What follows belongs to an exercise in optimizing a design on an open flow for small area; a production flow would make more cautious choices. RTL that was checked went through simulation tests only; none was proved equivalent to the original. Power and IR drop assume default switching activity.

Setup of v6:
==> flow/design.v (excerpt) <==
module somfy_remote (
    input  wire        CLK,
    input  wire        RST_N,
    input  wire        CFG_RESET_ON_START,
    input  wire        REQ_VALID,
    input  wire [7:0]  REQ_LEN,
    input  wire [7:0]  REQ_DATA,
    input  wire [2:0]  REQ_SEL,
    output wire        REQ_READY,
    output wire [1:0]  MODE,
    output wire        BUSY,
    output wire        ONLINE,
    output wire        OUT_VALID,
    output wire [1:0]  OUT_KIND,
    output wire [2:0]  OUT_CODE,
    output wire [3:0]  OUT_BTN,
    output wire [23:0] OUT_IDENT,
    output wire [7:0]  OUT_CHAR,
    output wire        ACK_VALID,
    output wire [23:0] ACK_IDENT,
    output wire [7:0]  ACK_CHAR,
    output wire [2:0]  NVM_ADDR,
    output wire        NVM_RE,
    output wire        NVM_WE,
    output wire [32:0] NVM_WDATA,
    input  wire [32:0] NVM_RDATA,
    input  wire        NVM_DONE,
    input  wire        NVM_OK,
    output wire        RADIO_TX_REQ,
    input  wire        RADIO_TX_OK,
    output wire        RADIO_STBY_REQ,
    input  wire        RADIO_READY,
    output wire        LINE
);
clock: 10.0 ns
lec_check: 0
cap_margin: 20
core_margin: 2
core_utilization: 60
slew_margin: 20
standard.sh (not shown) runs the stock make flow with config.mk's settings and CLKGATE_MAP_FILE= SYNTH_SCRIPT=/design/flow/synth_recipe.tcl, a recipe that flattens the netlist after the stock synthesis.
==> flow/flow/run.sh <==
#!/bin/bash
# The standard layout (standard.sh), with:
#  - synthesis: ABC maps for area (flow/synth.tcl, flow/area.abc);
#  - port buffers of the smallest buffer cell;
#  - a clock tree of small buffers without dummy loads.
set -euo pipefail
export FLOW_WORK="$PWD"
export AREA_ABC_SCRIPT="$PWD/flow/area.abc"
bash standard.sh \
  "SYNTH_SCRIPT=$PWD/flow/synth.tcl" \
  "BUFFER_PORTS_ARGS=-buffer_cell sky130_fd_sc_hd__buf_1" \
  "CTS_ARGS=-sink_clustering_enable -repair_clock_nets -dont_use_dummy_load -buf_list {sky130_fd_sc_hd__clkbuf_4 sky130_fd_sc_hd__clkbuf_8} -sink_clustering_size 10" \
  finish > standard_flow.log 2>&1
==> flow/flow/area.abc <==
strash
dch -f
map -a
mfs2
strash
dch -f
map -a
topo
==> flow/flow/synth.tcl <==
# The standard synthesis (synth_recipe.tcl), with ABC's technology mapping
# run on an area-oriented script (flow/area.abc) in place of ORFS's speed
# script. Flip-flop mapping and register names are unchanged.
proc abc {args} {
  set i [lsearch -exact $args -script]
  if { $i >= 0 } {
    set args [lreplace $args [expr {$i + 1}] [expr {$i + 1}] $::env(AREA_ABC_SCRIPT)]
  }
  yosys abc {*}$args
}
source $::env(FLOW_WORK)/synth_recipe.tcl
v6 went all the way through the flow, and no timing, DRC or antenna check failed.
### v6 -> v7
--- a/flow/design.v
+++ b/flow/design.v
@@ -345,15 +345,15 @@
     assign BUSY           = ~idle;
     assign MODE           = {failed, ~failed & ~init};
     assign ONLINE         = ~failed & ~init;
     assign OUT_VALID      = idle & (code != 3'd7);
     assign OUT_CODE       = code;
     assign OUT_KIND       = {|code, acc | code[2] | (code[1] & code[0])};
     assign OUT_BTN        = acc ? btn : 4'h0;
-    assign OUT_IDENT      = acc ? ident : 24'h0;
+    assign OUT_IDENT      = ident;
     assign OUT_CHAR       = rdata;
     assign ACK_VALID      = (st == S_FIN) & acc;
     assign ACK_IDENT      = OUT_IDENT;
     assign ACK_CHAR       = rdata;
     assign NVM_ADDR       = {dev[1], ~dev[0], dev[1] & ~dev[0]};
     assign NVM_RE         = (st == S_READ);
     assign NVM_WE         = (st == S_WRITE) | (st == S_IWRITE);
@@ -384,14 +384,15 @@
             default: tdone = (&{k[5], k[3:0]}) & r335;                       
         endcase
     end
     wire [9:0] tstep = {tmr[8:0], ~(tmr[9] ^ tmr[6])};
     wire len1  = (REQ_LEN == 8'd1);
     wire cmdok = len1 & ((REQ_DATA == 8'h75) | (REQ_DATA == 8'h73) |
                          (REQ_DATA == 8'h64) | (REQ_DATA == 8'h70));
+    wire go    = cmdok & ~REQ_SEL[2] & ~failed & RADIO_READY;
     always @(posedge CLK) begin
         tmr <= (!seg || tick || tdone) ? 10'd0 : tstep;
         if (!seg || tdone)
             k <= 8'd0;
         else if (tick)
             k <= k_inc;
         if (!RST_N) begin
@@ -417,42 +418,44 @@
                             st <= S_ILOAD;
                         end
                     end
                 end
                 S_IDLE: begin
                     if (REQ_VALID) begin
                         rdata <= len1 ? REQ_DATA : 8'h00;
-                        dev   <= REQ_SEL[1:0];
+                        dev   <= go ? REQ_SEL[1:0] : 2'd2;
                         if (!cmdok)            code <= 3'd1;
                         else if (REQ_SEL[2])   code <= 3'd2;
                         else if (failed)       code <= 3'd3;
                         else if (!RADIO_READY) code <= 3'd4;
                         else                   code <= 3'd0;
-                        st <= (cmdok & ~REQ_SEL[2] & ~failed & RADIO_READY) ? S_READ : S_FIN;
+                        st <= go ? S_READ : S_FIN;
                     end
                 end
                 S_READ: begin
                     if (NVM_DONE) begin
                         ctr <= NVM_RDATA[32] ? NVM_RDATA[31:0] : dflt;
                         st  <= S_WRITE;
                     end
                 end
                 S_WRITE: begin
                     if (NVM_DONE) begin
                         if (NVM_OK) begin
                             st <= S_TXON;
                         end else begin
                             code <= 3'd3;
+                            dev  <= 2'd2;
                             st   <= S_FIN;
                         end
                     end
                 end
                 S_TXON: begin
                     if (!RADIO_TX_OK) begin
                         code <= 3'd4;
+                        dev  <= 2'd2;
                         st   <= S_OFF;
                     end else if (code == 3'd0) begin
                         st  <= S_WH;
                     end else begin
                         st  <= S_HWS;
                     end
                 end
### Flow results
v7 ends up with a cell area after synthesis that is 1.6% lower than in v6. Re data-path buffer share of cell area in the final layout: v7 and v6 aren't equal, and the higher value belongs to v7. The higher global routing usage summed across all routing layers of v7 and v6 is in v6. Delta(power share of the clock group, v7 - v6) < 0. Reported for v7 and v6, clock sink count turned out identical to the last digit. Changes observed in v7 relative to v6: register-to-register slack increased 540 ps, count of non-CTS buffers in the layout shows an increase of 3, routed wire length -8.1%, final cell count decreased about 2.3%. Result: PASS for each of v7 and v6. v7 vs v6: met3 routed wirelength down by more than 10%.
For v6, only the layout was checked, not whether the RTL still works.

========
## job 101
somfy_remote, a different RTL version from the one above (not shown whole).
For scale: ~480 cells after synthesis, roughly 180 I/O pins, roughly 0.0041 sq mm of cells after synthesis.
==> flow/design.v (excerpt) <==
module somfy_remote (
    input  wire        CLK,
    input  wire        RST_N,
    input  wire        CFG_RESET_ON_START,
    input  wire        REQ_VALID,
    input  wire [7:0]  REQ_LEN,
    input  wire [7:0]  REQ_DATA,
    input  wire [2:0]  REQ_SEL,
    output wire        REQ_READY,
    output wire [1:0]  MODE,
    output wire        BUSY,
    output wire        ONLINE,
    output wire        OUT_VALID,
    output wire [1:0]  OUT_KIND,
    output wire [2:0]  OUT_CODE,
    output wire [3:0]  OUT_BTN,
    output wire [23:0] OUT_IDENT,
    output wire [7:0]  OUT_CHAR,
    output wire        ACK_VALID,
    output wire [23:0] ACK_IDENT,
    output wire [7:0]  ACK_CHAR,
    output wire [2:0]  NVM_ADDR,
    output wire        NVM_RE,
    output wire        NVM_WE,
    output wire [32:0] NVM_WDATA,
    input  wire [32:0] NVM_RDATA,
    input  wire        NVM_DONE,
    input  wire        NVM_OK,
    output wire        RADIO_TX_REQ,
    input  wire        RADIO_TX_OK,
    output wire        RADIO_STBY_REQ,
    input  wire        RADIO_READY,
    output wire        LINE
);
Settings: LEC_CHECK=0, CAP_MARGIN=20, CORE_MARGIN=2, CORE_UTILIZATION=75, SLEW_MARGIN=20; clock period 10.0 ns.
==> flow/flow/run.sh <==
#!/bin/bash
# The standard layout (standard.sh), with:
#  - synthesis: ABC maps for area (flow/synth.tcl, flow/area.abc);
#  - port buffers of the smallest buffer cell;
#  - a clock tree of small buffers without dummy loads.
set -euo pipefail
export FLOW_WORK="$PWD"
export AREA_ABC_SCRIPT="$PWD/flow/area.abc"
bash standard.sh \
  "SYNTH_SCRIPT=$PWD/flow/synth.tcl" \
  "BUFFER_PORTS_ARGS=-buffer_cell sky130_fd_sc_hd__buf_1" \
  "CTS_ARGS=-sink_clustering_enable -repair_clock_nets -dont_use_dummy_load -buf_list {sky130_fd_sc_hd__clkbuf_8}" \
  finish > standard_flow.log 2>&1
==> flow/flow/area.abc <==
&get -n
&st
&syn2
&dch -f
&nf -R 1000 -p
&put
mfs2
strash
&get -n
&st
&dch -f
&nf -R 1000 -p
&put
topo
Scripts as last shown in full above: flow/flow/synth.tcl
[inputs] job 102 vs job 101
--- a/flow/design.v
+++ b/flow/design.v
@@ -51,13 +51,14 @@
     reg [3:0]  st;
     reg        failed;       
     reg [2:0]  code;         
     reg [1:0]  dev;          
     reg [7:0]  rdata;        
     reg [31:0] ctr;          
-    wire [9:0] tmr = {code[2], ctr[31:23]};
+    reg        tmr9;
+    wire [9:0] tmr = {tmr9, ctr[31:23]};    
     wire [6:0] k = ctr[22:16];
     wire acc  = (code == 3'd0);
     wire init = (st[3:1] == 3'd0);
     reg [23:0] ident;
     always @(*) begin
         case (dev)
@@ -367,13 +368,13 @@
     wire seg   = st[3];
     wire tick  = ((tmr & 10'h2FF) == 10'h27B);    
     wire r455  = ((tmr & 10'h3DE) == 10'h1CE);    
     wire r605  = ((tmr & 10'h3CF) == 10'h0C5);    
     wire r70   = ((tmr & 10'h289) == 10'h209);    
     wire r335  = ((tmr & 10'h29F) == 10'h21D);    
-    wire first = (code[1:0] == 2'd0);
+    wire first = (code == 3'd0);
     reg  tdone;
     always @(*) begin
         case (st)
             S_WH:    tdone = (&{k[3], k[2], k[1]}) & r455;                   
             S_WL:    tdone = (&k) & tick;                                    
             S_WL2:   tdone = (&{k[3], k[1], k[0]}) & r605;                   
@@ -389,14 +390,13 @@
     wire [9:0] tstep = {~tmr[8:0], ~(tmr[9] ^ tmr[6])};
     wire len1  = (REQ_LEN == 8'd1);
     wire cmdok = len1 & ((REQ_DATA == 8'h75) | (REQ_DATA == 8'h73) |
                          (REQ_DATA == 8'h64) | (REQ_DATA == 8'h70));
     wire go    = cmdok & ~REQ_SEL[2] & ~failed & RADIO_READY;
     always @(posedge CLK) begin
-        if (seg)
-            code[2] <= (tick || tdone) ? 1'b0 : tstep[9];
+        tmr9 <= (!seg || tick || tdone) ? 1'b0 : tstep[9];
         if (seg || st == S_TXON) begin
             ctr[31:23] <= (!seg || tick || tdone) ? 9'd0 : tstep[8:0];
             if (!seg || tdone)
                 ctr[22:16] <= 7'd0;
             else if (tick)
                 ctr[22:16] <= k_inc;
@@ -456,13 +456,13 @@
                 end
                 S_TXON: begin
                     if (!RADIO_TX_OK) begin
                         code <= 3'd4;
                         dev  <= 2'd2;
                         st   <= S_OFF;
-                    end else if (first) begin
+                    end else if (code == 3'd0) begin
                         st  <= S_WH;
                     end else begin
                         st  <= S_HWS;
                     end
                 end
                 S_OFF: begin
[summary]
For clock distribution area overhead in the final layout, job 102 and job 101 come out practically identical.
Job 102: final estimated routing congestion in global placement 5.3% below job 101
Job 102 gives less combinational share of power than job 101 did.
Compared with job 101, in job 102 via-per-instance ratio -2.0%, clock power now sits at about the same level.
First-pass GRT wire length (job 102 vs. job 101) decreases by a little under 10%
Comparing job 101 and job 102, the higher final clock period utilization by the worst path is on job 101.
Diff job 101 -> job 102 | area taken by multi-input logic gates | up slightly
Compared with job 101, job 102 shows pre-CTS worst setup slack higher by 34 ps.
Job 102 vs job 101: number of multi-input logic gates up in job 102
Re number of sinks on the clock net: job 101 was lower than job 102.
Function was not checked in any run of this note: the RTL went through the layout flow alone.

[re-timing with driven ports]
The flow's constraints put no driver on any port. The routed layouts listed below were extracted and timed again, unchanged, in two steps. Step 1 (the two cells are an assumption about what drives the block):
set clk [get_ports {CLK}]
set_driving_cell -lib_cell sky130_fd_sc_hd__clkbuf_16 $clk
set_driving_cell -lib_cell sky130_fd_sc_hd__buf_2 [delete_from_list [all_inputs] $clk]
Step 2 times the ports against the registers' clock, not the clock port: input delays grow and output delays shrink by t, the midpoint of the rising clock arrivals with the driver on. Slacks: no drivers / after step 1 / after step 2; pairs: no drivers / after step 1.
| run | t (ns) | slack for setup (ns) | worst slew at a driven data input, ns |
|---|---|---|---|
| v6 | 0.365 | 1.404 / 1.375 / 1.740 | 0.05 |
| v7 | 0.367 | 1.362 / 1.332 / 1.700 | 0.04 |
| job 101 | 0.327 | 1.255 / 1.224 / 1.550 | 0.04 |
| job 102 | 0.337 | 1.430 / 1.402 / 1.739 | 0.04 |
After both steps setup and hold are still met in every run listed.
